Background: an optimization exercise with open tools, aiming at a short achievable clock period, few clock cycles and low power. Do not read the settings as production practice.
Where RTL was checked, it was by simulation tests only, not by an equivalence proof against the original.
No functional check of the RTL was part of run 4.
Power and IR drop assume default switching activity.

**flow/config.mk**
```make
export PLATFORM = sky130hd
export DESIGN_NAME = e20_core
export DESIGN_NICKNAME = e20_core
export VERILOG_FILES = /design/flow/design.v
export SDC_FILE = /design/flow/constraint.sdc
export NUM_CORES = 4
export LEC_CHECK = 0
export ABC_CLOCK_PERIOD_IN_PS = 2500
export CAP_MARGIN = 20
export CORE_MARGIN = 2
export CORE_UTILIZATION = 40
export PLACE_DENSITY = 0.6
export SETUP_SLACK_MARGIN = 4.5
export SLEW_MARGIN = 20
```
**flow/design.v**
```verilog
module e20_core (
    input  wire        clk,
    input  wire        rst,          
    output reg         mem_req,
    output reg         mem_we,
    output reg  [12:0] mem_addr,
    output reg  [15:0] mem_wdata,
    input  wire        mem_gnt,
    input  wire        mem_rvalid,
    input  wire [15:0] mem_rdata,
    output reg         halted
);
    localparam [2:0] OP_RRR  = 3'b000, OP_ADDI = 3'b001, OP_J   = 3'b010,
                     OP_JAL  = 3'b011, OP_LW   = 3'b100, OP_SW  = 3'b101,
                     OP_JEQ  = 3'b110, OP_SLTI = 3'b111;
    localparam [3:0] F_ADD = 4'b0000, F_SUB = 4'b0001, F_OR = 4'b0010,
                     F_AND = 4'b0011, F_SLT = 4'b0100, F_JR = 4'b1000;
    reg [15:0] regs [1:7];
    reg [12:0] pc;         
    reg [12:0] fa;         
    reg        req_data;   
    reg [15:0] ibuf;       
    reg        ibuf_v;
    reg [2:0]  q_v, q_ld, q_dr;
    reg        ld_pend;    
    reg [2:0]  ld_d;       
    wire acc       = mem_req & mem_gnt;
    wire acc_read  = acc & ~mem_we;
    wire acc_fetch = acc & ~req_data;
    wire data_wait = mem_req & req_data & ~mem_gnt;    
    wire resp_ld   = mem_rvalid & q_ld[0];
    wire resp_ins  = mem_rvalid & ~q_ld[0] & ~q_dr[0];    
    wire        ivalid = (ibuf_v | resp_ins) & ~halted;
    wire [15:0] ir     = ibuf_v ? ibuf : mem_rdata;
    wire [2:0]  op     = ir[15:13];
    wire [2:0]  ra     = ir[12:10];
    wire [2:0]  rb     = ir[9:7];
    wire [2:0]  rd_rrr = ir[6:4];
    wire [3:0]  func   = ir[3:0];
    wire [6:0]  imm7   = ir[6:0];
    wire [12:0] imm13  = ir[12:0];
    wire [15:0] simm   = {{9{imm7[6]}}, imm7};
    wire [15:0] va = (ra == 3'd0) ? 16'd0 : regs[ra];
    wire [15:0] vb = (rb == 3'd0) ? 16'd0 : regs[rb];
    wire [12:0] npc = pc + 13'd1;
    wire [12:0] ea  = va[12:0] + simm[12:0];
    wire is_rrr  = (op == OP_RRR);
    wire is_lw   = (op == OP_LW);
    wire is_sw   = (op == OP_SW);
    wire is_j    = (op == OP_J);
    wire is_jal  = (op == OP_JAL);
    wire is_jeq  = (op == OP_JEQ);
    wire is_jr   = is_rrr & (func == F_JR);
    wire is_halt = is_j & (imm13 == pc);
    reg        wr;
    reg [2:0]  dst;
    reg [15:0] res;
    always @(*) begin
        wr  = 1'b0;
        dst = rb;
        res = va + simm;
        case (op)
            OP_RRR: begin
                dst = rd_rrr;
                wr  = (func[3:1] == 3'b000) | (func[3:1] == 3'b001) | (func == F_SLT);
                case (func)
                    F_ADD:   res = va + vb;
                    F_SUB:   res = va - vb;
                    F_OR:    res = va | vb;
                    F_AND:   res = va & vb;
                    default: res = {15'd0, va < vb};
                endcase
            end
            OP_ADDI: wr = 1'b1;
            OP_SLTI: begin wr = 1'b1; res = {15'd0, va < simm}; end
            OP_JAL:  begin wr = 1'b1; dst = 3'd7; res = {3'd0, npc}; end
            default: ;
        endcase
    end
    wire wr_nz = wr & (dst != 3'd0);
    wire rd_a = ~(is_j | is_jal);
    wire rd_b = is_rrr | is_sw | is_jeq;
    wire ld_hit = ld_pend & ((rd_a & ra == ld_d) | (rd_b & rb == ld_d) |
                             (wr_nz & dst == ld_d));
    wire stall = ld_hit
               | (resp_ld & wr_nz)                          
               | ((is_lw | is_sw) & data_wait)
               | (is_lw & ld_pend & ~resp_ld)
               | (is_halt & data_wait);
    wire exec = ivalid & ~stall;
    wire        eq      = (va == vb);
    wire [12:0] br_tgt  = npc + simm[12:0];
    wire        tk_jeq  = is_jeq & eq & (imm7 != 7'd0);
    wire        tk_j    = (is_j | is_jal) & (imm13 != npc) & ~is_halt;
    wire        tk_jr   = is_jr & (va[12:0] != npc);
    reg  [12:0] tgt;
    always @(*) begin
        if (is_jeq)     tgt = br_tgt;
        else if (is_jr) tgt = va[12:0];
        else            tgt = imm13;
    end
    wire taken = exec & (tk_jeq | tk_j | tk_jr);
    wire overflow = ibuf_v & resp_ins & stall & ~halted;
    wire smc = exec & is_sw & ((ea == npc) | (ea == npc + 13'd1) | (ea == npc + 13'd2));
    wire redirect = taken | overflow | smc;
    wire [12:0] fa_n = redirect ? (taken ? tgt : npc)
                                : (acc_fetch ? fa + 13'd1 : fa);
    wire mem_go  = exec & (is_sw | (is_lw & rb != 3'd0));
    wire halt_go = exec & is_halt;
    wire       pop  = mem_rvalid;
    wire [2:0] s_v  = pop ? {1'b0, q_v[2:1]}  : q_v;
    wire [2:0] s_ld = pop ? {1'b0, q_ld[2:1]} : q_ld;
    wire [2:0] s_dr = (pop ? {1'b0, q_dr[2:1]} : q_dr) | ({3{redirect}} & ~s_ld);
    wire [2:0] slot = ~s_v & {s_v[1:0], 1'b1};        
    wire [2:0] push = {3{acc_read}} & slot;
    wire       can_fetch = ~s_v[1] & ~(s_v[0] & acc_read);
    integer i;
    always @(posedge clk) begin
        if (rst) begin
            mem_req   <= 1'b1;
            mem_we    <= 1'b0;
            mem_addr  <= 13'd0;
            mem_wdata <= 16'd0;
            req_data  <= 1'b0;
            halted    <= 1'b0;
            pc        <= 13'd0;
            fa        <= 13'd0;
            ibuf      <= 16'd0;
            ibuf_v    <= 1'b0;
            q_v <= 3'd0; q_ld <= 3'd0; q_dr <= 3'd0;
            ld_pend   <= 1'b0;
            ld_d      <= 3'd0;
            for (i = 1; i < 8; i = i + 1)
                regs[i] <= 16'd0;
        end else begin
            if (resp_ld & ld_pend) begin
                if (ld_d != 3'd0) regs[ld_d] <= mem_rdata;
            end else if (exec & wr_nz) begin
                regs[dst] <= res;
            end
            if (resp_ld) ld_pend <= 1'b0;
            if (exec & is_lw & rb != 3'd0) begin
                ld_pend <= 1'b1;
                ld_d    <= rb;
            end
            if (exec) pc <= taken ? tgt : npc;
            if (halt_go) halted <= 1'b1;
            if (ibuf_v) begin
                if (exec) begin
                    ibuf_v <= resp_ins & ~redirect;
                    ibuf   <= mem_rdata;
                end
            end else if (resp_ins & ~exec) begin
                ibuf_v <= 1'b1;
                ibuf   <= mem_rdata;
            end
            q_v  <= s_v | push;
            q_ld <= (s_ld & ~push) | (push & {3{req_data}});
            q_dr <= (s_dr & ~push) | (push & {3{redirect & ~req_data}});
            fa <= fa_n;
            if (mem_go) begin
                mem_req   <= 1'b1;
                mem_we    <= is_sw;
                mem_addr  <= ea;
                mem_wdata <= vb;
                req_data  <= 1'b1;
            end else if (data_wait) begin
            end else if (halt_go | halted) begin
                mem_req   <= 1'b0;
                req_data  <= 1'b0;
            end else begin
                mem_req   <= can_fetch;
                mem_we    <= 1'b0;
                mem_addr  <= fa_n;
                req_data  <= 1'b0;
            end
        end
    end
endmodule
```
**flow/run.sh**
```bash
#!/bin/bash
# synth_recipe.tcl (not shown) runs the flow's synth.tcl, then flattens the netlist and writes it again
# the make line also repeats each setting of config.mk as NAME=value (left out here)
make -C /OpenROAD-flow-scripts/flow DESIGN_CONFIG=/design/flow/config.mk WORK_HOME=/design/flow/orfs CLKGATE_MAP_FILE= SYNTH_SCRIPT=/design/flow/synth_recipe.tcl finish
```
**flow/constraint.sdc**
```tcl
create_clock -name core_clock -period 8.0 [get_ports {clk}]
set_input_delay 1.6000 -clock core_clock [delete_from_list [all_inputs] [get_ports {clk}]]
set_output_delay 1.6000 -clock core_clock [all_outputs]
set_load 0.01 [all_outputs]
```
==> results of run 1 <==
[layer usage]
layer / up-vias / track usage, % / part of all wire [%]
li1: 7853 / - / -
met1: 8732 / 43.5 / 38
met2: 1133 / 53.4 / 45
met3: 318 / 7.20 / 10
met4: 0 / 18.4 / 6.8
met5: - / 0 / 0
[stage by stage]
stage	setup slack (ps)	instances	hold slack, ps	power [mW]	utilization [%]
after floorplan	1620	1921	463	2.13	-
after CTS	2000	2784	495	4.06	57.9
after global placement	284	2526	474	2.54	46.9
after detailed placement	260	2526	481	2.54	46.9
final	2060	2861	490	4.26	61.5
after global routing	1940	2861	527	4.40	61.5
[state kept, by name (all words and copies together), names as in the netlist, 3 cells and up]
name       flops
regs         127
ibuf          16
mem_wdata     16
fa            13
mem_addr      13
pc            13
ld_d           3
q_dr           3
q_ld           3
q_v            3
[layout by cell type, fill, tap and decap left out, types with 14 or more instances in the layout]
cell type        count
ha_4                27
conb_1              15
nand2_8             18
nor2_4              27
nor2b_1             19
o21ai_2             20
nand4_1             25
a211oi_1            18
o21ai_1             20
inv_2               22
and3_1              17
nor2_2              18
a22oi_2             20
nor2_1             231
a21oi_2             29
buf_12              45
nand2_1            114
mux4_2              45
a211oi_2            14
o21ai_0             42
edfxtp_1           127
mux2i_1             46
mux2i_4             25
nor3_1              33
ha_1                71
inv_1               79
dfxtp_1             88
xnor2_1             76
o211ai_1            27
buf_4              255
a21oi_1             77
buf_6               79
nand3_1             34
xor2_1              31
a31oi_1             20
mux2_4              18
clkbuf_16           28
clkdlybuf4s50_1     33
[power by group]
group / switching, mW / total [mW] / internal [mW]
sequential: 0.0406 / 1.27 / 1.23
combinational: 1.00 / 1.81 / 0.806
clock: 0.516 / 1.18 / 0.668
total: 1.56 / 4.26 / 2.70
[timing repair]
| action | in CTS | in global routing |
|---|---|---|
| setup endpoints to repair | 322 | 322 |
| pin swaps | 116 | 79 |
| resized for setup | 420 | 187 |
| setup buffers | 189 | 74 |
| endpoints found under the hold margin | 0 | 0 |
| gates cloned | 22 | 3 |
[logic make-up after synthesis]
logic type      after synthesis  synth area share, %
other cells                   1               0.0221
fa+ha+maj                   102                 7.61
xor+xnor                    124                 6.77
compound gates              474                 18.8
simple gates                635                 17.2
mux                         138                 11.6
buf+inv                     217                 5.08
flops                       216                 33.0
[critical path, delay by kind of cell]
kind	cells	cell delay [ps]
compound gates	8	2050
mux	3	990
buf+inv	6	730
simple gates	2	390
fa+ha+maj	1	290
xor+xnor	2	280
[final cells by class]
cell class	instances	area (um^2)
timing repair buffer	445	4620
clock inverter	15	131
fill	3317	16100
sequential	216	5600
inverter	112	454
tap	539	674
multi-input combinational	1502	13600
clock buffer	32	713
[cells in the mapped netlist, types with 12 or more instances]
library cell  number
nor3_1            47
nor2b_1           22
nor2_1           276
a31oi_1           26
and2_1            12
and3_1            19
xor2_1            32
nand3_1           36
nand2_1          132
clkbuf_1          83
xnor2_1           87
mux2i_1           76
dfxtp_1           89
o21ai_0           79
o22ai_1           14
mux4_2            45
edfxtp_1         127
o211ai_1          27
nand4_1           25
a21oi_1          119
a21o_1            13
nor4_1            13
a22oi_1           26
a211oi_1          37
ha_1             100
mux2_2            14
o21a_1            12
inv_1            109
[worst min-delay path by stage]
stage / from / to / slack, ps / depth (start not counted)
2_1_floorplan: ibuf[4] / ibuf[4] / 460 / 2
3_3_place_gp: mem_addr[8] / mem_addr[8] / 470 / 2
3_5_place_dp: mem_addr[2] / mem_addr[2] / 480 / 2
4_1_cts: mem_wdata[4] / mem_wdata[4] / 500 / 2
5_1_grt: mem_addr[4] / mem_addr[4] / 530 / 2
6_report: mem_wdata[0] / mem_wdata[0] / 490 / 2
==> impl_metrics.yaml, run 1 <==
sta:
  setup-violations-final: 0
  fin_tns_setup_ps: 0
  rsz0062_at_grt: "true"
  drv_slew: 0
  final_hold_viol_count: 0
  finalWorstPathRequiredPeriod_ps: 5940
  max_slew.worst_pin.slew_ps: 1240
  finClkSkew_ps: 35.9
  slew_headroom_pct: 17.1
  fmaxAchievable_ghz: 0.168
  final.period_utilization_pct: 74.2
detailed_routing:
  drt_first_pass_iters: 6
  drtAntennaViolNets: 0
  drtIter0Drc: 2347
  vias: 18036
  routed_wirelength_mm: 77.8
  drcViolationCount: 0
  avgViaCountPerCell: 6.30
  routedWlPerCell_um: 27.2
floorplanning:
  die_w_um: 210
  floorplan.rows: 75
  start_util_pct: 40.5
  dieArea_um2: 44100
  ios: 52
  core_um2: 41900
  die_h_um: 210
place:
  dpl.hpwl_mm: 49.4
  place_congestion: 0.988
  placed_cell_area_um2: 19700
  port_buffers: 51
cts:
  numCtsBuffers: 26
  cts_root_buffer: "clkbuf_16"
  cts_htree_levels: 1
  cts.reportedPaths.clkPinSlew_ps: 60
  cts_sinks: 216
  clk_latency_ps: 580
  cts_buffer_depth: 3
  cts_tree: "built"
  postCtsHoldBufs: 0
min_path:
  hp-class: "flop to flop"
worst_setup_path:
  startpoint_type: "input pin"
  endpoint: "mem_addr[12]"
  crit_required_ps: 8410
  reg2reg_to: "mem_addr[12]"
  worstSetupPathType: "input pin to flop"
  cpMostUsedCell: "buf_12"
  path_cells: "buf_12 -> mux2_8 -> buf_12 -> mux4_2 -> a22oi_2 -> buf_6 -> inv_6 -> ha_4 -> nor2_4 -> a211o_1 -> a211o_1 -> a2111o_1 -> o311ai_4 -> xnor2_2 -> xor2_1 -> or3_4 -> a2111oi_4 -> o31a_1 -> buf_4 -> buf_12 -> mux2i_4 -> o41ai_2"
  worstRegToRegCells: 22
  cp_max_fo: 5
  startpoint: "mem_rdata[10]"
  slowest_delay_ps: 470
  critPathArrivalTime_ps: 6350
  r2r-start: "ibuf_v"
  r2r_setup_slack_ps: 2230
  critPathCaptureType: "flop"
  crit_slowest_cell: "a2111oi_4"
power:
  ir_drop_v: 0.000153
  power_density_nw_per_um2: 165
  total_leakage_power_nw: 9.99
grt:
  overflow: 0
  grt_start_max_net_pins: 48
  antenna_found_initial: 2
  grt_pass1_wl_mm: 111
  grtUsageTotal_pct: 33.9
  first_global_vias: 17350
finish:
  diodes: 0
  drive_above_1_share_pct: 39.7
  nets: 2425
  fin_area_um2: 25800
  synthToLayoutAreaGrowth_pct: 52.1
synth:
  netlist_instances: 1907
  syn_area_per_cell_um2: 8.90
  synth-seq-cells: 216
  async_flop_share_pct: 0
  synth_area_leaders: "edfxtp_1 (22%), dfxtp_1 (11%), ha_1 (7.4%)"
  yosys.area.top_type_share_pct: 22.5
  yosysWarningCount: 1
  synth.largest_area_cell: "edfxtp_1"
  ys_types: 86
  syn-cell-area_um2: 17000
  synth_ff_type: "edfxtp_1"
  synth_edf_count: 127
  yosysSeqAreaShare_pct: 33.0
run:
  maxCapViolCount: 0
outcome:
  status: "no timing/DRC/antenna violations"
Testbench counts, summed over its fixed seeds: cycles 279,331.
==> inputs of run 2 (changes only) <==
--- a/flow/config.mk
+++ b/flow/config.mk
@@ -7,3 +7,3 @@
 export LEC_CHECK = 0
-export ABC_CLOCK_PERIOD_IN_PS = 2500
+export ABC_CLOCK_PERIOD_IN_PS = 3000
 export CAP_MARGIN = 20
@@ -12,3 +12,3 @@
 export PLACE_DENSITY = 0.6
-export SETUP_SLACK_MARGIN = 4.5
+export SETUP_SLACK_MARGIN = 3.0
 export SLEW_MARGIN = 20
==> run 2 against run 1 <==
Net effect:
- fmax down 1.9%
- global-route usage fell by 2.6 points
- synthesized area is the same
- sequential cell count unchanged
- clock skew increased by 13 ps
- highest routed layer unchanged
==> impl_metrics.yaml, run 2 <==
outcome:
  status: "no timing/DRC/antenna violations"
cts:
  cts_buffer_depth: 3
  cts_htree_levels: 1
  numCtsBuffers: 26
  cts_tree: "built"
  cts_sinks: 216
  clk_latency_ps: 590
  cts_root_buffer: "clkbuf_16"
  postCtsHoldBufs: 0
  cts.reportedPaths.clkPinSlew_ps: 60
worst_setup_path:
  critPathArrivalTime_ps: 6440
  path_depth: 21
  startpoint_type: "input pin"
  slowest_delay_ps: 450
  crit_required_ps: 8400
  path_cells: "buf_12 -> mux2_8 -> buf_6 -> mux4_2 -> a22oi_2 -> inv_2 -> ha_4 -> nor2_4 -> a211o_1 -> a211o_1 -> a2111o_1 -> o311ai_4 -> xnor2_2 -> xor2_1 -> or3_4 -> a2111oi_4 -> o31a_1 -> buf_4 -> buf_12 -> mux2i_4 -> o41ai_2"
  critPathTopFamily: "compound AO/OA/AOI/OAI gates"
  r2r_setup_slack_ps: 2370
  worstRegToRegCells: 20
  worstSetupPathType: "input pin to flop"
  critPathCaptureType: "flop"
  crit_slowest_cell: "a2111oi_4"
  cp_num_buf_inv: 5
  cp_max_fo: 7
  reg2reg_to: "mem_addr[12]"
  r2r-start: "ibuf[10]"
sta:
  setup-violations-final: 0
  final_hold_viol_count: 0
  final.period_utilization_pct: 75.6
  slew_headroom_pct: 28.6
  fin_ws_ps: 1950
  finalWorstPathRequiredPeriod_ps: 6050
  drv_slew: 0
  max_slew.worst_pin.slew_ps: 1070
  fmaxAchievable_ghz: 0.165
  timing.hold.ws_ps: 498
  fin_tns_setup_ps: 0
  finClkSkew_ps: 49.1
  rsz0062_at_grt: "true"
power:
  total_leakage_power_nw: 9.03
  internal-power_mw: 2.60
  clockPowerShare_pct: 28.7
  swShare_pct: 36.4
  power_mw: 4.09
  pwr-share-seq_pct: 31.0
  p_switching_mw: 1.49
  p_comb_share_pct: 40.3
  power_density_nw_per_um2: 173
  ir_drop_v: 0.000163
synth:
  yosysSeqAreaShare_pct: 33.0
  synth_ff_type: "edfxtp_1"
  synth.largest_area_cell: "edfxtp_1"
  synth_most_common_cell: "nor2_1"
  synth_edf_count: 127
  syn-cell-area_um2: 17000
  netlist_instances: 1907
  syn_area_per_cell_um2: 8.90
  async_flop_share_pct: 0
  synth_commonest_cells: "nor2_1 (276), nand2_1 (132), edfxtp_1 (127)"
  synth-seq-cells: 216
  synth_area_leaders: "edfxtp_1 (22%), dfxtp_1 (11%), ha_1 (7.4%)"
  yosysWarningCount: 1
  yosys.area.top_type_share_pct: 22.5
  ys_types: 86
detailed_routing:
  drt_first_pass_iters: 5
  drcViolationCount: 0
  routed_wirelength_mm: 70.9
  vias: 17060
  drtIter0Drc: 1813
  routedWlPerCell_um: 25.9
  drtAntennaViolNets: 0
  avgViaCountPerCell: 6.23
grt:
  antenna_found_initial: 0
  overflow: 0
  grtUsageTotal_pct: 31.3
  first_global_vias: 16392
  grt_start_max_net_pins: 66
  grt_pass1_wl_mm: 104
finish:
  synthToLayoutAreaGrowth_pct: 39.1
  final_cell_mix: "nor2_1 (226), buf_4 (205), edfxtp_1 (127)"
  largestRegisters: "regs: 127 flops, ibuf: 16 flops, mem_wdata: 16 flops"
  final_common_cell: "nor2_1"
  stdcell_count: 2737
  nets: 2301
  fin_area_um2: 23600
  largest_reg_flops: 127
  fin_util_pct: 56.2
  top_register: "regs"
  drive_above_1_share_pct: 33.9
  fillers: 3611
  diodes: 0
floorplanning:
  start_util_pct: 40.5
  dieArea_um2: 44100
  ios: 52
  floorplan.rows: 75
  core_um2: 41900
  die_w_um: 210
  die_h_um: 210
place:
  dp_worst_setup_slack_ps: 360
  port_buffers: 51
  dp_cells: 2540
  placed_cell_area_um2: 19400
  dpl.hpwl_mm: 48.0
  place_congestion: 0.975
run:
  maxCapViolCount: 0
min_path:
  hp-class: "flop to flop"
  hp-start: "mem_wdata[10]"
  holdPathEnd: "mem_wdata[10]"
  worst_hold_path.num_cells: 2
## run 2: power by group through the flow
| stage | combinational (mW) | clock [mW] | sequential [mW] |
|---|---|---|---|
| final | 1.65 | 1.17 | 1.27 |
| after floorplan | 0.820 | 0 | 1.28 |
| after detailed placement | 1.23 | 0 | 1.29 |
| after global placement | 1.23 | 0 | 1.29 |
| after global routing | 1.73 | 1.23 | 1.27 |
| after CTS | 1.48 | 1.19 | 1.27 |
## run 2: timing repair
action / CTS / global route
pin swaps: 98 / 95
cloned: 10 / 0
endpoints found under the setup margin: 303 / 291
resized for setup: 303 / 190
buffers inserted: 107 / 33
## run 2: layer usage
metal	routed length, um	GRT usage (%)	part of all wire, %
met1	28200	41.9	40
met2	31900	49.4	45
met3	7210	5.96	10
met4	3610	13.8	5.1
met5	0	0	0
## run 2: cell families after synthesis
group	after synthesis	synth area share, %
other	1	0.0221
muxes	138	11.6
DFF	216	33.0
xor gates and xnor gates	124	6.77
and+or+nand+nor	635	17.2
adders and majority gates	102	7.61
AOI/OAI and AO/OA	474	18.8
buffers and inverters	217	5.08
## run 2: worst register-to-register path, stage by stage, from the launching register on
cell and delay (ps):
dfxtp_1 700, mux2_8 350, buf_6 130, mux4_2 490
a22oi_2 350, inv_2 150, ha_4 350, nor2_4 50
a211o_1 290, a211o_1 310, a2111o_1 340, o311ai_4 120
xnor2_2 110, xor2_1 150, or3_4 340, a2111oi_4 450
o31a_1 220, buf_4 130, buf_12 140, mux2i_4 240
o41ai_2 80
## run 2: worst max-delay path by stage
stage / start / endpoint / slack, ps
6_report: mem_rdata[10] / mem_addr[12] / 1950
5_1_grt: mem_rdata[10] / mem_addr[3] / 1870
4_1_cts: mem_rdata[10] / mem_addr[12] / 2120
3_5_place_dp: mem_rdata[10] / mem_addr[12] / 360
3_3_place_gp: mem_rdata[10] / mem_addr[12] / 400
2_1_floorplan: mem_rdata[10] / mem_addr[3] / 1620
## run 2: cell type report
cell class	instances	area (um^2)	share of cell area [%]
timing repair buffer	329	3090	13.1
tap	539	674	2.86
clock buffer	33	711	3.01
clock inverter	14	118	0.498
inverter	112	448	1.90
multi-input combinational	1494	13000	54.9
sequential	216	5600	23.7
==> inputs of run 3 (changes only) <==
--- a/flow/config.mk
+++ b/flow/config.mk
@@ -11,2 +11,5 @@
 export CORE_UTILIZATION = 40
+export CTS_BUF_LIST = sky130_fd_sc_hd__clkbuf_16
+export CTS_CLUSTER_DIAMETER = 100
+export CTS_CLUSTER_SIZE = 20
 export PLACE_DENSITY = 0.6
==> run 3 against run 2 <==
Net effect:
- still clean
- sequential cell count unchanged
- global-route usage fell by 0.36 points
- synthesized area unchanged
- setup slack improved by 95 ps
- sequential power about the same
- hold slack improved by 0.73 ps
- non-clock buffer count down 9
- clock power down 22%
- total power decreased by 7.5%
- critical path type unchanged
==> impl_metrics.yaml, run 3 <==
finish:
  largest_reg_flops: 127
  final_common_cell: "nor2_1"
  synthToLayoutAreaGrowth_pct: 34.5
  nets: 2283
  top_register: "regs"
  fin_util_pct: 54.4
  multi_input_area_um2: 12700
  drive_above_1_share_pct: 30.9
  seq_area_um2: 5600
  fillers: 3694
  largestRegisters: "regs: 127 flops, ibuf: 16 flops, mem_wdata: 16 flops"
  final_cell_mix: "nor2_1 (254), buf_4 (214), edfxtp_1 (127)"
power:
  total_leakage_power_nw: 8.78
  ir_drop_v: 0.000159
  power_density_nw_per_um2: 166
worst_setup_path:
  startpoint_type: "input pin"
  cp_max_fo: 8
  worstSetupPathType: "input pin to flop"
  crit_required_ps: 8390
  critPathArrivalTime_ps: 6350
  critPathCaptureType: "flop"
cts:
  cts_htree_levels: 1
  numCtsBuffers: 17
  clk_latency_ps: 540
  cts_tree: "built"
  cts_buffer_depth: 3
  cts.reportedPaths.clkPinSlew_ps: 90
  postCtsHoldBufs: 0
  cts_sinks: 216
  cts_root_buffer: "clkbuf_16"
synth:
  synth_edf_count: 127
  synth_ff_type: "edfxtp_1"
  synth_commonest_cells: "nor2_1 (276), nand2_1 (132), edfxtp_1 (127)"
  async_flop_share_pct: 0
  synth.largest_area_cell: "edfxtp_1"
  synth_area_leaders: "edfxtp_1 (22%), dfxtp_1 (11%), ha_1 (7.4%)"
  synth-seq-cells: 216
  synth_most_common_cell: "nor2_1"
  yosysSeqAreaShare_pct: 33.0
  yosysWarningCount: 1
  syn_area_per_cell_um2: 8.90
  syn-cell-area_um2: 17000
  yosys.area.top_type_share_pct: 22.5
  ys_types: 86
  netlist_instances: 1907
grt:
  grt.met3_usage_pct: 5.38
  antenna_found_initial: 0
  grt.busiest_layer: "met2"
  grt_pass1_wl_mm: 102
  overflow: 0
  met2_usage_pct: 49.4
  grtUsageTotal_pct: 30.9
  first_global_vias: 16175
  grt_start_max_net_pins: 66
  met1_usage_pct: 41.3
floorplanning:
  die_h_um: 210
  ios: 52
  die_w_um: 210
  core_um2: 41900
  floorplan.rows: 75
  dieArea_um2: 44100
  start_util_pct: 40.5
sta:
  slew_headroom_pct: 39.1
  final_hold_viol_count: 0
  final.period_utilization_pct: 74.4
  setup-violations-final: 0
  drv_slew: 0
  fmaxAchievable_ghz: 0.168
  finalWorstPathRequiredPeriod_ps: 5950
  finClkSkew_ps: 34.0
  max_slew.worst_pin.slew_ps: 908
  fin_tns_setup_ps: 0
  rsz0062_at_grt: "true"
detailed_routing:
  drcViolationCount: 0
  routed_wirelength_mm: 69.6
  avgViaCountPerCell: 6.26
  drt_first_pass_iters: 6
  drtAntennaViolNets: 0
  vias: 16959
  drtIter0Drc: 1809
  routedWlPerCell_um: 25.7
run:
  maxCapViolCount: 0
place:
  dpl.hpwl_mm: 48.0
  place_congestion: 0.975
  port_buffers: 51
outcome:
  status: "no timing/DRC/antenna violations"
min_path:
  hp-class: "flop to flop"
run 3: routing by layer:
| metal | wire, um | part of all wire, % | vias up |
|---|---|---|---|
| li1 | - | - | 7543 |
| met1 | 27800 | 40 | 8291 |
| met2 | 31700 | 46 | 922 |
| met3 | 6770 | 9.7 | 203 |
| met4 | 3400 | 4.9 | 0 |
| met5 | 0 | 0 | - |
run 3: per-stage QoR:
step | worst slack (ps) | hold WS [ps] | instance area [um^2] | cells | power (mW)
after floorplan | 1620 | 463 | 17700 | 1921 | 2.10
final | 2050 | 499 | 22800 | 2711 | 3.78
after CTS | 2120 | 506 | 22000 | 2681 | 3.65
after detailed placement | 360 | 487 | 19400 | 2540 | 2.52
after global placement | 401 | 469 | 19400 | 2540 | 2.52
after global routing | 1870 | 518 | 22800 | 2710 | 3.92
run 3: final cells by class:
| class | count | area share [%] |
|---|---|---|
| diodes | 1 | 0.0110 |
| multi-input cells | 1494 | 55.5 |
| well taps | 539 | 2.96 |
| inverters | 112 | 1.86 |
| repair buffers | 320 | 12.7 |
| clock buffers | 17 | 1.86 |
| clock inverters | 12 | 0.570 |
| flip-flops and latches | 216 | 24.5 |
run 3: path summary, 6_finish.rpt:
check,from,endpoint,slack [ps],depth (start not counted)
min reg2reg,mem_wdata[10],mem_wdata[10],500,2
max,mem_rdata[10],mem_addr[12],2050,21
max reg2reg,ibuf[10],mem_addr[12],2480,20
min,mem_wdata[10],mem_wdata[10],500,2
run 3: kinds of logic (layout without fill, tap and decap cells):
group,after synthesis,in the layout,synth area share (%)
compound gates,474,474,18.8
xor+xnor,124,124,6.77
fa+ha+maj,102,102,7.61
buf+inv,217,461,5.08
flops,216,216,33.0
mux,138,143,11.6
other cells,1,16,0.0221
simple gates,635,636,17.2
run 3: repair_timing:
| item | in CTS | in global routing |
|---|---|---|
| buffers inserted | 102 | 29 |
| pin swaps | 93 | 74 |
| resized for setup | 271 | 118 |
| cloned | 10 | 0 |
| endpoints found under the setup margin | 308 | 291 |
| endpoints found under the hold margin | 0 | 0 |
run 3: critical path: stages:
cell and delay (ps):
buf_12 120, mux2_8 360, mux2_4 310, mux4_2 570, ha_4 330, inv_2 40, ha_4 170, nor3b_2 170
or4_4 430, and3_1 180, o21ai_1 140, and3_4 220, xnor2_1 90, nor3_2 210, o2111ai_2 180, a2111oi_4 440
o31a_1 210, buf_4 130, buf_12 130, mux2i_4 240, o41ai_2 70
run 3: where the power goes:
| part | internal [mW] | switching [mW] |
|---|---|---|
| clock network | 0.441 | 0.468 |
| registers | 1.23 | 0.0392 |
| logic | 0.689 | 0.915 |
| total | 2.36 | 1.42 |
==> inputs of run 4 (changes only) <==
--- a/flow/design.v
+++ b/flow/design.v
@@ -24,2 +24,3 @@
     reg [2:0]  q_v, q_ld, q_dr;
+    reg        st_q;       
     reg        ld_pend;    
@@ -32,4 +33,6 @@
     wire resp_ins  = mem_rvalid & ~q_ld[0] & ~q_dr[0];    
-    wire        ivalid = (ibuf_v | resp_ins) & ~halted;
-    wire [15:0] ir     = ibuf_v ? ibuf : mem_rdata;
+    wire [12:0] npc = pc + 13'd1;
+    wire smc = st_q & ((mem_addr == pc) | (mem_addr == npc) | (mem_addr == pc + 13'd2));
+    wire        ivalid = ibuf_v & ~halted & ~smc;
+    wire [15:0] ir     = ibuf;
     wire [2:0]  op     = ir[15:13];
@@ -44,3 +47,2 @@
     wire [15:0] vb = (rb == 3'd0) ? 16'd0 : regs[rb];
-    wire [12:0] npc = pc + 13'd1;
     wire [12:0] ea  = va[12:0] + simm[12:0];
@@ -102,7 +104,6 @@
     wire taken = exec & (tk_jeq | tk_j | tk_jr);
-    wire overflow = ibuf_v & resp_ins & stall & ~halted;
-    wire smc = exec & is_sw & ((ea == npc) | (ea == npc + 13'd1) | (ea == npc + 13'd2));
+    wire overflow = ibuf_v & resp_ins & ~exec & ~halted & ~smc;
     wire redirect = taken | overflow | smc;
-    wire [12:0] fa_n = redirect ? (taken ? tgt : npc)
-                                : (acc_fetch ? fa + 13'd1 : fa);
+    wire [12:0] fa_n = taken ? tgt : smc ? pc : overflow ? npc
+                     : acc_fetch ? fa + 13'd1 : fa;
     wire mem_go  = exec & (is_sw | (is_lw & rb != 3'd0));
@@ -132,2 +133,3 @@
             ld_d      <= 3'd0;
+            st_q      <= 1'b0;
             for (i = 1; i < 8; i = i + 1)
@@ -147,9 +149,7 @@
             if (halt_go) halted <= 1'b1;
-            if (ibuf_v) begin
-                if (exec) begin
-                    ibuf_v <= resp_ins & ~redirect;
-                    ibuf   <= mem_rdata;
-                end
-            end else if (resp_ins & ~exec) begin
-                ibuf_v <= 1'b1;
+            st_q <= exec & is_sw;
+            if (smc) begin
+                ibuf_v <= 1'b0;
+            end else if (exec | ~ibuf_v) begin
+                ibuf_v <= resp_ins & ~taken;
                 ibuf   <= mem_rdata;
==> run 4 against run 3 <==
Net effect:
- still clean
- routed wire length shrank 6.0%
- clock skew down 15 ps
- register-to-register slack improved by 590 ps
- via count is 7.1% lower
- critical path type is now flop to flop
- highest routed layer unchanged
==> impl_metrics.yaml, run 4 <==
run:
  maxCapViolCount: 0
detailed_routing:
  routedWlPerCell_um: 25.8
  drcViolationCount: 0
  drt_first_pass_iters: 6
  routed_wirelength_mm: 65.4
  vias: 15751
  drtAntennaViolNets: 0
  avgViaCountPerCell: 6.21
  drtIter0Drc: 1974
synth:
  synth_ff_type: "edfxtp_1"
  yosysSeqAreaShare_pct: 33.1
  netlist_instances: 1911
  synth_edf_count: 128
  synth_commonest_cells: "nor2_1 (257), nand2_1 (165), edfxtp_1 (128)"
  async_flop_share_pct: 0
  synth-seq-cells: 224
  ys_types: 101
  synth_area_leaders: "edfxtp_1 (22%), dfxtp_1 (11%), mux4_2 (8.3%)"
  synth.largest_area_cell: "edfxtp_1"
  syn_area_per_cell_um2: 9.12
  yosys.area.top_type_share_pct: 22.1
  synth_most_common_cell: "nor2_1"
  yosysWarningCount: 1
  syn-cell-area_um2: 17400
worst_setup_path:
  startpoint_type: "flop"
  reg2reg_to: "mem_addr[0]"
  crit_required_ps: 8430
  slowest_delay_ps: 560
  critPathArrivalTime_ps: 5360
  r2r-start: "pc[0]"
  startpoint: "pc[0]"
  r2r_setup_slack_ps: 3070
  worstSetupPathType: "flop to flop"
  path_cells: "ha_2 -> nand3_4 -> nor2_4 -> xnor2_1 -> inv_1 -> ha_1 -> nor4_2 -> nand2_1 -> or4_1 -> o41ai_2 -> o211ai_2 -> buf_12 -> and3_4 -> buf_4 -> o31a_1 -> a22o_1"
  endpoint: "mem_addr[0]"
  worstRegToRegCells: 16
  crit_slowest_cell: "dfxtp_2"
  cp_max_fo: 14
  critPathCaptureType: "flop"
cts:
  cts_sinks: 224
  clk_latency_ps: 530
  cts.reportedPaths.clkPinSlew_ps: 90
  cts_tree: "built"
  cts_root_buffer: "clkbuf_16"
  cts_buffer_depth: 3
  cts_htree_levels: 1
  postCtsHoldBufs: 0
  numCtsBuffers: 17
place:
  placed_cell_area_um2: 18400
  port_buffers: 51
  place_congestion: 1.01
  dpl.hpwl_mm: 49.0
floorplanning:
  core_um2: 43100
  start_util_pct: 40.4
  die_h_um: 213
  floorplan.rows: 76
  dieArea_um2: 45200
  ios: 52
  die_w_um: 213
finish:
  drive_above_1_share_pct: 14.3
  top_register: "regs"
  fillers: 4184
  final_cell_mix: "nor2_1 (247), nand2_1 (156), edfxtp_1 (128)"
  largestRegisters: "regs: 128 flops, ibuf: 16 flops, mem_wdata: 16 flops"
  largest_reg_flops: 128
  diodes: 0
  final_common_cell: "nor2_1"
  synthToLayoutAreaGrowth_pct: 13.4
  fin_area_um2: 19800
  nets: 2066
power:
  power_density_nw_per_um2: 206
  ir_drop_v: 0.000205
  power_mw: 4.07
  total_leakage_power_nw: 7.60
outcome:
  status: "no timing/DRC/antenna violations"
sta:
  final_hold_viol_count: 0
  max_slew.worst_pin.slew_ps: 1100
  finClkSkew_ps: 18.9
  timing.hold.ws_ps: 453
  setup-violations-final: 0
  rsz0062_at_grt: "true"
  finalWorstPathRequiredPeriod_ps: 4930
  final.period_utilization_pct: 61.6
  slew_headroom_pct: 26.8
  drv_slew: 0
  fmaxAchievable_ghz: 0.203
  fin_tns_setup_ps: 0
grt:
  antenna_found_initial: 0
  grtUsageTotal_pct: 28.7
  overflow: 0
  grt_pass1_wl_mm: 95.5
  first_global_vias: 14584
  grt_start_max_net_pins: 77
min_path:
  hp-class: "flop to flop"
[run 4: layout make-up]
type / count / area (um^2) / area share, %
multi-input cells: 1475 / 11100 / 56.3
flip-flops and latches: 224 / 5790 / 29.3
repair buffers: 116 / 1150 / 5.83
well taps: 585 / 732 / 3.71
clock buffers: 18 / 450 / 2.28
inverters: 108 / 405 / 2.05
clock inverters: 11 / 97.6 / 0.494
[run 4: worst min path at each step]
| stage | startpoint | end | slack, ps | cells past startpoint |
|---|---|---|---|---|
| finish | mem_wdata[0] | mem_wdata[0] | 450 | 2 |
| global route | mem_wdata[10] | mem_wdata[10] | 480 | 2 |
| CTS | mem_wdata[8] | mem_wdata[8] | 460 | 2 |
| detailed placement | mem_wdata[8] | mem_wdata[8] | 450 | 2 |
| global placement | mem_wdata[7] | mem_wdata[7] | 440 | 2 |
| floorplan | mem_wdata[0] | mem_wdata[0] | 480 | 2 |
[run 4: layer usage]
layer	track usage, %	routed length [um]
met4	13.4	3630
met2	45.7	29600
met3	3.62	6010
met1	38.9	26200
met5	0	0
[run 4: report_power, final]
part	internal [mW]	leakage, nW	switching, mW
combinational	0.669	5.20	1.07
sequential	1.30	2.10	0.120
clock	0.440	0.292	0.472
total	2.41	7.60	1.67
[run 4: critical path, delay by kind of cell (launching register included)]
kind            cells  cell delay (ps)
simple gates        6             1640
compound gates      4             1050
fa+ha+maj           2              720
flops               1              560
buf+inv             3              480
xor+xnor            1              360
[run 4: per-stage QoR]
step	util (%)	std cells	setup WS (ps)
finish	45.8	2537	3070
CTS	44.9	2517	2860
global route	45.8	2537	3000
floorplan	-	1926	3250
detailed placement	42.7	2470	1700
global placement	42.7	2470	1840
[run 4: kinds of logic after synthesis]
family / Yosys count / synth area share, %
DFF: 224 / 33.1
muxes: 148 / 13.3
buffers and inverters: 227 / 5.45
AOI/OAI and AO/OA: 446 / 17.2
and+or+nand+nor: 646 / 17.4
xor gates and xnor gates: 115 / 5.86
other: 1 / 0.0215
adders and majority gates: 104 / 7.64
[run 4: timing repair]
| action | in CTS | in global routing |
|---|---|---|
| buffers inserted | 18 | 19 |
| cloned | 0 | 1 |
| hold endpoints to repair | 0 | 0 |
| endpoints found under the setup margin | 295 | 186 |
| gates resized for setup | 53 | 45 |
| pin swaps | 3 | 7 |
==> inputs of run 5 (changes only) <==
--- a/flow/design.v
+++ b/flow/design.v
@@ -6,3 +6,3 @@
     output reg  [12:0] mem_addr,
-    output reg  [15:0] mem_wdata,
+    output wire [15:0] mem_wdata,
     input  wire        mem_gnt,
@@ -25,2 +25,3 @@
     reg        st_q;       
+    reg [2:0]  st_s;       
     reg        ld_pend;    
@@ -35,4 +36,5 @@
     wire smc = st_q & ((mem_addr == pc) | (mem_addr == npc) | (mem_addr == pc + 13'd2));
-    wire        ivalid = ibuf_v & ~halted & ~smc;
-    wire [15:0] ir     = ibuf;
+    assign mem_wdata = (st_s == 3'd0) ? 16'd0 : regs[st_s];
+    wire        ivalid = (ibuf_v | resp_ins) & ~halted & ~smc;
+    wire [15:0] ir     = ibuf_v ? ibuf : mem_rdata;
     wire [2:0]  op     = ir[15:13];
@@ -88,3 +90,3 @@
                | (resp_ld & wr_nz)                          
-               | ((is_lw | is_sw) & data_wait)
+               | data_wait
                | (is_lw & ld_pend & ~resp_ld)
@@ -104,3 +106,3 @@
     wire taken = exec & (tk_jeq | tk_j | tk_jr);
-    wire overflow = ibuf_v & resp_ins & ~exec & ~halted & ~smc;
+    wire overflow = ibuf_v & resp_ins & stall & ~halted & ~smc;
     wire redirect = taken | overflow | smc;
@@ -123,3 +125,2 @@
             mem_addr  <= 13'd0;
-            mem_wdata <= 16'd0;
             req_data  <= 1'b0;
@@ -134,2 +135,3 @@
             st_q      <= 1'b0;
+            st_s      <= 3'd0;
             for (i = 1; i < 8; i = i + 1)
@@ -152,4 +154,9 @@
                 ibuf_v <= 1'b0;
-            end else if (exec | ~ibuf_v) begin
-                ibuf_v <= resp_ins & ~taken;
+            end else if (ibuf_v) begin
+                if (exec) begin
+                    ibuf_v <= resp_ins & ~taken;
+                    ibuf   <= mem_rdata;
+                end
+            end else if (resp_ins & ~exec) begin
+                ibuf_v <= 1'b1;
                 ibuf   <= mem_rdata;
@@ -164,3 +171,3 @@
                 mem_addr  <= ea;
-                mem_wdata <= vb;
+                st_s      <= rb;
                 req_data  <= 1'b1;
==> run 5 against run 4 <==
Net effect:
- count of clock-buffer cells in the layout down 3
- largest power group unchanged
- cell area increased by 16%
- utilization increased by 5.0 points
- synthesized area is 4.2% higher
- register-to-register slack worse by 250 ps
- critical path depth up 3
- clock power decreased by 14%
- sequential cell count is 16 lower
- still clean
==> impl_metrics.yaml, run 5 <==
outcome:
  status: "no timing/DRC/antenna violations"
grt:
  antenna_found_initial: 0
  first_global_vias: 17364
  grtUsageTotal_pct: 30.9
  grt_pass1_wl_mm: 110
  grt_start_max_net_pins: 66
  overflow: 0
finish:
  final_cell_mix: "nor2_1 (376), buf_4 (156), nand2_1 (130)"
  largestRegisters: "regs: 128 flops, ibuf: 16 flops"
  nets: 2384
  fillers: 4208
  synthToLayoutAreaGrowth_pct: 26.4
  multi_input_area_um2: 13500
  final_common_cell: "nor2_1"
  largest_reg_flops: 128
  seq_area_um2: 5460
  diodes: 0
  top_register: "regs"
  drive_above_1_share_pct: 24.4
power:
  p_switching_mw: 1.38
  pwr-share-seq_pct: 35.6
  total_leakage_power_nw: 8.82
  p_comb_share_pct: 42.4
  power_mw: 3.56
  internal-power_mw: 2.18
  clockPowerShare_pct: 22.0
  power_density_nw_per_um2: 155
  ir_drop_v: 0.000186
  swShare_pct: 38.7
synth:
  syn_area_per_cell_um2: 8.60
  synth_area_leaders: "edfxtp_1 (21%), dfxtp_1 (8.8%), nor2_1 (7.9%)"
  ys_types: 93
  synth_edf_count: 128
  async_flop_share_pct: 0
  yosysWarningCount: 1
  synth_most_common_cell: "nor2_1"
  synth_commonest_cells: "nor2_1 (384), nand2_1 (144), edfxtp_1 (128)"
  netlist_instances: 2110
  syn-cell-area_um2: 18100
  synth-seq-cells: 208
  synth_ff_type: "edfxtp_1"
  yosysSeqAreaShare_pct: 30.0
  yosys.area.top_type_share_pct: 21.2
  synth.largest_area_cell: "edfxtp_1"
min_path:
  worst_hold_path.num_cells: 2
  hp-class: "flop to flop"
  hp-start: "ld_pend"
  holdPathEnd: "ld_pend"
place:
  dpl.hpwl_mm: 50.2
  port_buffers: 51
  place_congestion: 0.982
worst_setup_path:
  r2r_setup_slack_ps: 2820
  critPathArrivalTime_ps: 5640
  cp_max_fo: 9
  crit_required_ps: 8270
  startpoint_type: "input pin"
  r2r-start: "ibuf[11]"
  worstRegToRegCells: 16
  critPathCaptureType: "flop"
  worstSetupPathType: "input pin to flop"
  reg2reg_to: "regs[4][12]"
sta:
  fin_tns_setup_ps: 0
  finClkSkew_ps: 31.8
  rsz0062_at_grt: "true"
  final.period_utilization_pct: 67.1
  final_hold_viol_count: 0
  finalWorstPathRequiredPeriod_ps: 5370
  setup-violations-final: 0
  max_slew.worst_pin.slew_ps: 1170
  slew_headroom_pct: 21.6
  fmaxAchievable_ghz: 0.186
  drv_slew: 0
detailed_routing:
  routed_wirelength_mm: 75.5
  avgViaCountPerCell: 6.39
  vias: 18375
  drcViolationCount: 0
  routedWlPerCell_um: 26.3
  drtAntennaViolNets: 0
  drtIter0Drc: 2088
  drt_first_pass_iters: 9
cts:
  cts.reportedPaths.clkPinSlew_ps: 80
  cts_sinks: 208
  cts_htree_levels: 1
  cts_tree: "built"
  clk_latency_ps: 530
  cts_buffer_depth: 3
  numCtsBuffers: 15
  cts_root_buffer: "clkbuf_16"
floorplanning:
  dieArea_um2: 47100
  die_h_um: 217
  ios: 52
  die_w_um: 217
  floorplan.rows: 78
  core_um2: 45100
  start_util_pct: 40.3
run:
  maxCapViolCount: 0
[run 5: worst max-delay path by stage]
stage / startpoint / cells after the start / to / slack, ps
after floorplan: mem_rdata[11] / 19 / regs[0][8] / 2550
after global placement: mem_rdata[8] / 16 / regs[1][12] / 710
after detailed placement: mem_rdata[8] / 16 / regs[1][12] / 720
after CTS: mem_rdata[7] / 17 / regs[5][12] / 2680
after global routing: mem_rdata[11] / 19 / regs[5][12] / 2470
final: mem_rdata[10] / 19 / regs[4][12] / 2630
[run 5: worst max-delay path: stages]
cell and delay, ps:
buf_8 110, mux2_4 350, buf_4 180, nor2_1 120, o221ai_1 160, a32oi_2 210
buf_4 180, buf_4 150, ha_2 310, and3_1 190, a221o_1 360, o221ai_2 270
a21oi_2 120, nor2_2 130, xnor2_1 80, a222oi_1 440, o221ai_2 240, mux2i_4 340
nor2_1 80
[run 5: layer usage]
metal	vias up	track usage [%]	part of all wire, %
li1	8033	-	-
met1	8891	40.3	39
met2	1175	49.6	45
met3	276	5.81	10
met4	0	14.4	5.8
met5	-	0	0
[run 5: cell type report]
type | instances | share of cell area [%]
clock buffer | 15 | 1.64
tap | 600 | 3.27
timing repair buffer | 256 | 10.8
multi-input combinational | 1697 | 58.7
clock inverter | 10 | 0.311
inverter | 89 | 1.50
sequential | 208 | 23.8
[run 5: repair_timing]
action                     CTS  global route
pin swaps                   73            68
gates cloned                10             2
resized for setup          232           107
hold buffers                 0             0
buffers inserted            98            48
setup endpoints to repair  310           289
[run 5: cell families (layout without fill, tap and decap cells)]
| kind of cell | Yosys count | count (layout) | synth area share (%) |
|---|---|---|---|
| DFF | 208 | 208 | 30.0 |
| other | 1 | 16 | 0.0207 |
| buffers and inverters | 229 | 370 | 5.46 |
| AOI/OAI and AO/OA | 545 | 547 | 20.4 |
| xor gates and xnor gates | 109 | 109 | 5.26 |
| adders and majority gates | 97 | 97 | 6.85 |
| muxes | 173 | 177 | 13.6 |
| and+or+nand+nor | 748 | 751 | 18.5 |
[run 5: power by group through the flow]
| stage | Combinational, mW | Sequential (mW) | Clock [mW] |
|---|---|---|---|
| floorplan | 0.822 | 1.25 | 0 |
| global placement | 1.16 | 1.29 | 0 |
| detailed placement | 1.17 | 1.29 | 0 |
| CTS | 1.36 | 1.26 | 0.791 |
| global route | 1.59 | 1.27 | 0.826 |
| finish | 1.51 | 1.27 | 0.784 |
[run 5: metrics by stage]
step / setup WS [ps] / util (%) / instances / hold WS [ps] / instance area (um^2)
after CTS: 2680 / 48.8 / 2825 / 504 / 22000
after global placement: 713 / 43.4 / 2692 / 471 / 19600
final: 2630 / 50.9 / 2875 / 511 / 22900
after global routing: 2470 / 50.9 / 2875 / 552 / 22900
after detailed placement: 724 / 43.4 / 2692 / 484 / 19600
after floorplan: 2550 / - / 2125 / 458 / 18600
Testbench counts of run 5, summed over its fixed seeds: cycles 279,331.
==> inputs of run 6 (changes only) <==
--- a/flow/design.v
+++ b/flow/design.v
@@ -119,2 +119,6 @@
     wire       can_fetch = ~s_v[1] & ~(s_v[0] & acc_read);
+    wire [15:0] rf_wd = resp_ld ? mem_rdata : res;
+    wire [2:0]  rf_wa = resp_ld ? ld_d : dst;
+    wire        rf_wr = resp_ld | (exec & wr_nz);
+    wire [7:0]  rf_we = {8{rf_wr}} & (8'd1 << rf_wa);
     integer i;
@@ -139,7 +143,4 @@
         end else begin
-            if (resp_ld & ld_pend) begin
-                if (ld_d != 3'd0) regs[ld_d] <= mem_rdata;
-            end else if (exec & wr_nz) begin
-                regs[dst] <= res;
-            end
+            for (i = 1; i < 8; i = i + 1)
+                if (rf_we[i]) regs[i] <= rf_wd;
             if (resp_ld) ld_pend <= 1'b0;
==> run 6 against run 5 <==
Net effect:
- still clean on timing, DRC and antenna
- combinational power decreased by 28%
- clock skew decreased by 18 ps
- setup slack improved by 120 ps
- total power decreased by 15%
- synthesized cell count increased by 7.7%
==> impl_metrics.yaml, run 6 <==
run:
  maxCapViolCount: 0
outcome:
  status: "no timing/DRC/antenna violations"
sta:
  rsz0062_at_grt: "true"
  timing.hold.ws_ps: 495
  finClkSkew_ps: 14.2
  slew_headroom_pct: 22.7
  final.period_utilization_pct: 65.7
  fmaxAchievable_ghz: 0.190
  fin_tns_setup_ps: 0
  finalWorstPathRequiredPeriod_ps: 5250
  setup-violations-final: 0
  final_hold_viol_count: 0
  drv_slew: 0
  fin_ws_ps: 2750
  max_slew.worst_pin.slew_ps: 1160
synth:
  synth.largest_area_cell: "dfxtp_1"
  synth-seq-cells: 189
  ys_types: 105
  netlist_instances: 2273
  async_flop_share_pct: 0
  yosys.area.top_type_share_pct: 21.9
  synth_most_common_cell: "nand2_1"
  syn_area_per_cell_um2: 7.61
  yosysSeqAreaShare_pct: 21.9
  synth_area_leaders: "dfxtp_1 (22%), ha_1 (6.8%), nand2_1 (6.7%)"
  synth_commonest_cells: "nand2_1 (310), nor2_1 (191), dfxtp_1 (189)"
  synth_edf_count: 0
  yosysWarningCount: 18
  synth_ff_type: "dfxtp_1"
  syn-cell-area_um2: 17300
power:
  power_density_nw_per_um2: 140
  clockPowerShare_pct: 29.5
  internal-power_mw: 1.86
  total_leakage_power_nw: 8.28
  ir_drop_v: 0.000199
  swShare_pct: 38.8
  p_comb_share_pct: 35.9
  pwr-share-seq_pct: 34.7
  p_switching_mw: 1.18
worst_setup_path:
  critPathArrivalTime_ps: 5680
  path_cells: "buf_12 -> mux2i_4 -> buf_6 -> mux2_4 -> a22oi_2 -> nor2_2 -> a211oi_4 -> buf_12 -> buf_8 -> ha_4 -> a21oi_4 -> o211ai_1 -> o41ai_2 -> o31a_1 -> o21a_1 -> a221o_1 -> a22oi_2 -> o221ai_2 -> o21ai_4 -> a211oi_2"
  cp_max_fo: 7
  crit_slowest_cell: "o41ai_2"
  worstSetupPathType: "input pin to flop"
  crit_required_ps: 8420
  startpoint_type: "input pin"
  critPathCaptureType: "flop"
  worstRegToRegCells: 20
  r2r_setup_slack_ps: 2830
  reg2reg_to: "regs[6][13]"
  r2r-start: "ibuf_v"
  slowest_delay_ps: 400
grt:
  grt_pass1_wl_mm: 111
  first_global_vias: 17944
  grt_start_max_net_pins: 85
  grtUsageTotal_pct: 33.0
  antenna_found_initial: 1
  overflow: 0
floorplanning:
  dieArea_um2: 44900
  die_w_um: 212
  start_util_pct: 40.3
  floorplan.rows: 76
  core_um2: 42900
  ios: 52
  die_h_um: 212
finish:
  top_register: "regs"
  stdcell_count: 2967
  nets: 2487
  final_common_cell: "nand2_1"
  synthToLayoutAreaGrowth_pct: 25.5
  fillers: 4080
  drive_above_1_share_pct: 21.9
  largestRegisters: "regs: 112 flops, ibuf: 16 flops"
  largest_reg_flops: 112
  final_cell_mix: "nand2_1 (304), dfxtp_1 (186), nor2_1 (178)"
  multi_input_area_um2: 14000
  diodes: 0
  seq_area_um2: 3790
detailed_routing:
  routed_wirelength_mm: 75.3
  drtAntennaViolNets: 0
  vias: 18976
  drcViolationCount: 0
  avgViaCountPerCell: 6.40
  routedWlPerCell_um: 25.4
  drt_first_pass_iters: 7
  drtIter0Drc: 2402
cts:
  clk_latency_ps: 510
  cts_sinks: 189
  cts_buffer_depth: 2
  cts_tree: "built"
  cts.reportedPaths.clkPinSlew_ps: 70
  cts_htree_levels: 4
  numCtsBuffers: 17
  cts_root_buffer: "clkbuf_16"
  postCtsHoldBufs: 0
place:
  dpl.hpwl_mm: 51.7
  place_congestion: 0.969
  dp_worst_setup_slack_ps: 834
  port_buffers: 51
  dp_cells: 2793
min_path:
  holdPathEnd: "regs[3][10]"
  worst_hold_path.num_cells: 2
  hp-class: "flop to flop"
  hp-start: "regs[3][10]"
==> run 6: cell count changes in the layout (fill, tap and decap cells not counted), sizes merged, moves of 16 or more <==
cell    delta
a211oi    +28
a21oi     +38
a31oi     +25
and3      +18
buf       -31
conb      -16
dfxtp    +109
edfxtp   -128
mux2      +18
mux2i     +20
mux4      -41
nand2    +165
nand3     +52
nor2     -192
==> run 6: cell type report <==
| type | instances | share of cell area, % |
|---|---|---|
| Tap cell | 585 | 3.37 |
| Multi-Input combinational cell | 1838 | 64.6 |
| Clock buffer | 17 | 1.96 |
| Inverter | 99 | 1.76 |
| Timing Repair Buffer | 224 | 10.1 |
| Clock inverter | 15 | 0.732 |
| Sequential cell | 189 | 17.5 |
==> run 6: worst max path at each step <==
stage,start,endpoint,slack [ps]
finish,mem_rdata[11],regs[6][13],2750
global route,mem_rdata[11],regs[6][13],2700
CTS,mem_rdata[9],regs[6][13],2900
detailed placement,mem_rdata[8],regs[6][13],830
global placement,mem_rdata[11],regs[7][13],970
floorplan,mem_rdata[11],regs[1][15],2760
==> run 6: layer usage <==
metal  global-route usage (%)  up-vias  wire (um)
met2                     50.2     1100      32900
met5                        0        -         13
met4                     19.8        2       4700
met1                     42.1     9131      29800
li1                         -     8460          -
met3                     8.14      283       7830
==> run 6: cell families after synthesis <==
kind of cell | synth area share, %
AO/OA/AOI/OAI | 25.7
XOR/XNOR | 5.81
adder cells (fa/ha/maj) | 7.26
buffers and inverters | 6.45
flip-flops | 21.9
multiplexers | 11.3
AND/OR/NAND/NOR | 21.6
==> run 6: power groups by stage <==
stage                     Clock, mW  Combinational, mW  Sequential, mW
after floorplan                   0              0.618            1.03
after global placement            0              0.851            1.07
after detailed placement          0              0.858            1.07
after CTS                     0.904              0.985            1.05
after global routing          0.942               1.15            1.06
final                         0.893               1.09            1.05
==> run 6: worst max-delay path, delay by kind of cell <==
kind	cells	cell delay, ps
AO/OA/AOI/OAI	12	2590
multiplexers	2	600
buffers and inverters	4	570
adder cells (fa/ha/maj)	1	210
AND/OR/NAND/NOR	1	70
==> run 6: metrics by stage <==
stage                     power [mW]  instance area [um^2]  util [%]
final                           3.03                 21700      50.6
after global routing            3.14                 21700      50.6
after CTS                       2.94                 20700      48.2
after detailed placement        1.92                 18300      42.6
after global placement          1.92                 18300      42.6
after floorplan                 1.64                 17500         -
==> run 6: timing repair <==
action / 4_1_cts / 5_1_grt
hold endpoints to repair: 0 / 0
gates cloned: 8 / 1
pin swaps: 68 / 49
resized for setup: 220 / 134
endpoints found under the setup margin: 181 / 169
setup buffers: 85 / 48
Testbench counts of run 6, summed over its fixed seeds: cycles 279,331.
==> inputs of run 7 (changes only) <==
--- a/flow/design.v
+++ b/flow/design.v
@@ -21,4 +21,2 @@
     reg        req_data;   
-    reg [15:0] ibuf;       
-    reg        ibuf_v;
     reg [2:0]  q_v, q_ld, q_dr;
@@ -37,4 +35,4 @@
     assign mem_wdata = (st_s == 3'd0) ? 16'd0 : regs[st_s];
-    wire        ivalid = (ibuf_v | resp_ins) & ~halted & ~smc;
-    wire [15:0] ir     = ibuf_v ? ibuf : mem_rdata;
+    wire        ivalid = resp_ins & ~halted & ~smc;
+    wire [15:0] ir     = mem_rdata;
     wire [2:0]  op     = ir[15:13];
@@ -106,5 +104,5 @@
     wire taken = exec & (tk_jeq | tk_j | tk_jr);
-    wire overflow = ibuf_v & resp_ins & stall & ~halted & ~smc;
-    wire redirect = taken | overflow | smc;
-    wire [12:0] fa_n = taken ? tgt : smc ? pc : overflow ? npc
+    wire refetch  = (resp_ins & stall & ~halted) | smc;
+    wire redirect = taken | refetch;
+    wire [12:0] fa_n = taken ? tgt : refetch ? pc
                      : acc_fetch ? fa + 13'd1 : fa;
@@ -133,4 +131,2 @@
             fa        <= 13'd0;
-            ibuf      <= 16'd0;
-            ibuf_v    <= 1'b0;
             q_v <= 3'd0; q_ld <= 3'd0; q_dr <= 3'd0;
@@ -153,13 +149,2 @@
             st_q <= exec & is_sw;
-            if (smc) begin
-                ibuf_v <= 1'b0;
-            end else if (ibuf_v) begin
-                if (exec) begin
-                    ibuf_v <= resp_ins & ~taken;
-                    ibuf   <= mem_rdata;
-                end
-            end else if (resp_ins & ~exec) begin
-                ibuf_v <= 1'b1;
-                ibuf   <= mem_rdata;
-            end
             q_v  <= s_v | push;
==> run 7 against run 6 <==
Net effect:
- count of clock-buffer cells in the layout unchanged
- utilization is 1.6 points lower
- first-iteration DRC count fell by 20%
- sequential power down 9%
- synthesized area is 5.3% lower
- setup slack improved by 310 ps
- critical endpoint is now mem_addr[11]
- largest cell class unchanged
- largest power group unchanged
==> impl_metrics.yaml, run 7 <==
outcome:
  status: "no timing/DRC/antenna violations"
grt:
  grt_start_max_net_pins: 73
  antenna_found_initial: 0
  overflow: 0
  grtUsageTotal_pct: 31.3
  first_global_vias: 16140
  grt_pass1_wl_mm: 101
sta:
  fin_tns_setup_ps: 0
  max_slew.worst_pin.slew_ps: 1050
  rsz0062_at_grt: "false"
  final.period_utilization_pct: 61.8
  finalWorstPathRequiredPeriod_ps: 4940
  fmaxAchievable_ghz: 0.202
  setup-violations-final: 0
  finClkSkew_ps: 14.8
  drv_slew: 0
  slew_headroom_pct: 29.8
  final_hold_viol_count: 0
detailed_routing:
  routedWlPerCell_um: 25.0
  drt_first_pass_iters: 6
  vias: 17461
  drtAntennaViolNets: 0
  drcViolationCount: 0
  avgViaCountPerCell: 6.41
  drtIter0Drc: 1924
  routed_wirelength_mm: 68.0
floorplanning:
  start_util_pct: 40.3
  die_h_um: 206
  core_um2: 40600
  die_w_um: 206
  dieArea_um2: 42600
  ios: 52
  floorplan.rows: 74
finish:
  seq_area_um2: 3450
  top_register: "regs"
  nets: 2303
  fillers: 3961
  fin_util_pct: 49.0
  drive_above_1_share_pct: 19.6
  synthToLayoutAreaGrowth_pct: 21.5
  largest_reg_flops: 112
  final_cell_mix: "nand2_1 (206), nor2_1 (186), dfxtp_1 (165)"
  stdcell_count: 2723
  diodes: 0
  fin_area_um2: 19900
  final_common_cell: "nand2_1"
  multi_input_area_um2: 12900
place:
  dp_cells: 2603
  port_buffers: 51
  dpl.hpwl_mm: 47.1
  place_congestion: 0.986
  placed_cell_area_um2: 17300
synth:
  synth.largest_area_cell: "dfxtp_1"
  ys_types: 89
  synth_ff_type: "dfxtp_1"
  yosysSeqAreaShare_pct: 21.0
  netlist_instances: 2130
  syn_area_per_cell_um2: 7.69
  synth_area_leaders: "dfxtp_1 (21%), ha_1 (7.6%), mux2i_1 (6.6%)"
  synth_commonest_cells: "nand2_1 (208), nor2_1 (194), dfxtp_1 (172)"
  yosys.area.top_type_share_pct: 21.0
  syn-cell-area_um2: 16400
  async_flop_share_pct: 0
  synth_most_common_cell: "nand2_1"
  yosysWarningCount: 18
  synth_edf_count: 0
  synth-seq-cells: 172
cts:
  cts_sinks: 172
  cts_buffer_depth: 2
  clk_latency_ps: 470
  cts_htree_levels: 4
  numCtsBuffers: 17
  cts_root_buffer: "clkbuf_16"
  cts.reportedPaths.clkPinSlew_ps: 70
  cts_tree: "built"
worst_setup_path:
  reg2reg_to: "mem_addr[2]"
  worstSetupPathType: "input pin to flop"
  cp_max_fo: 26
  critPathCaptureType: "flop"
  startpoint_type: "input pin"
  r2r-start: "pc[1]"
  crit_required_ps: 8370
  critPathArrivalTime_ps: 5310
  r2r_setup_slack_ps: 3280
  worstRegToRegCells: 17
min_path:
  hp-class: "flop to flop"
  worst_hold_path.num_cells: 2
  holdPathEnd: "regs[7][12]"
  hp-start: "regs[7][12]"
power:
  total_leakage_power_nw: 7.47
  power_density_nw_per_um2: 139
  ir_drop_v: 0.000156
run:
  maxCapViolCount: 0
run 7: cell types whose count changed after synthesis, moves of 15 or more:
cell	change
nand2_1	-102
mux2_2	+16
buf_2	+26
and3_1	-15
nand3_1	-23
dfxtp_1	-17
nand2b_1	+16
run 7: stage by stage:
step,hold slack [ps],power (mW),setup slack [ps]
detailed placement,483,1.78,1100
global placement,468,1.77,1270
global route,518,2.88,2940
floorplan,451,1.51,2960
finish,490,2.77,3060
CTS,493,2.68,2950
run 7: worst max-delay path by stage:
stage,start,endpoint,slack (ps),cells after the start
5_1_grt,mem_rdata[9],regs[1][7],2940,18
3_5_place_dp,mem_rdata[11],regs[2][11],1100,15
4_1_cts,mem_rdata[9],regs[7][15],2950,18
2_1_floorplan,mem_rdata[11],regs[2][14],2960,16
3_3_place_gp,mem_rdata[11],mem_addr[11],1270,13
6_report,mem_rdata[8],mem_addr[11],3060,18
run 7: kinds of logic after synthesis:
kind of cell / Yosys count / synth area share, %
AOI/OAI and AO/OA: 610 / 25.2
xor gates and xnor gates: 105 / 5.62
adders and majority gates: 104 / 8.13
buffers and inverters: 258 / 6.61
DFF: 172 / 21.0
muxes: 182 / 13.1
and+or+nand+nor: 699 / 20.3
run 7: critical path: stages:
cell and delay [ps]:
buf_12 110, buf_4 130, buf_8 200, nor2_4 350
a21oi_1 80, o21ai_1 290, buf_4 220, ha_2 320
nor2_1 150, nand3_1 170, nor4_4 240, nand4b_1 280
nand3_2 190, buf_6 140, o21ai_4 70, buf_4 170
or4_1 500, o311ai_1 80
run 7: routing by layer:
metal | track usage (%) | routed length (um) | vias to the layer above
met2 | 48.0 | 30100 | 957
met5 | 0 | 0 | -
met4 | 15.2 | 3010 | 0
li1 | - | - | 7874
met1 | 42.4 | 28500 | 8436
met3 | 5.06 | 6420 | 194
run 7: timing repair:
item,4_1_cts,5_1_grt
gates cloned,5,2
hold buffers,0,0
resized for setup,169,118
pin swaps,20,50
setup endpoints to repair,160,166
buffers inserted,46,36
run 7: final cells by class:
class	count	share of cell area, %
Multi-Input combinational cell	1701	65.0
Sequential cell	172	17.4
Timing Repair Buffer	185	9.51
Tap cell	532	3.34
Clock buffer	17	2.14
Inverter	102	2.00
Clock inverter	14	0.666
run 7: report_power, final:
part | internal (mW) | switching, mW
logic | 0.398 | 0.606
registers | 0.889 | 0.0619
clock network | 0.452 | 0.366
Testbench counts of run 7, summed over its fixed seeds: cycles 284,735.

-- port drivers added, routing unchanged --
In the flow no input, the clock included, has a driving cell. The finished layouts below were timed again as built, in two steps. Step 1 sets driving cells, clkbuf_16 on the clock port and buf_2 on the other inputs (assumed; they add their load-dependent delay and slew). Step 2 times the ports against the registers' clock, not the clock port: input delays grow and output delays shrink by t, the midpoint of the rising clock arrivals with the driver on. Slacks: no drivers / after step 1 / after step 2; pairs: no drivers / after step 1.
run | shift t [ns] | setup WS [ns] | worst slew at a driven data input, ns
run 1 | 0.620 | 2.065 / 2.028 / 1.408 | 0.13
run 2 | 0.619 | 1.952 / 1.959 / 1.341 | 0.06
run 3 | 0.583 | 2.047 / 2.059 / 1.476 | 0.06
run 4 | 0.575 | 3.073 / 3.073 / 2.732 | 0.04
run 5 | 0.573 | 2.630 / 2.648 / 2.075 | 0.06
run 6 | 0.560 | 2.747 / 2.752 / 2.192 | 0.06
run 7 | 0.516 | 3.056 / 2.980 / 2.464 | 0.17
After both steps every run listed still meets setup and hold. For run 1, which loses most, drivers alone change the setup slack by -0.037 ns; drivers and shift together by -0.657 ns.
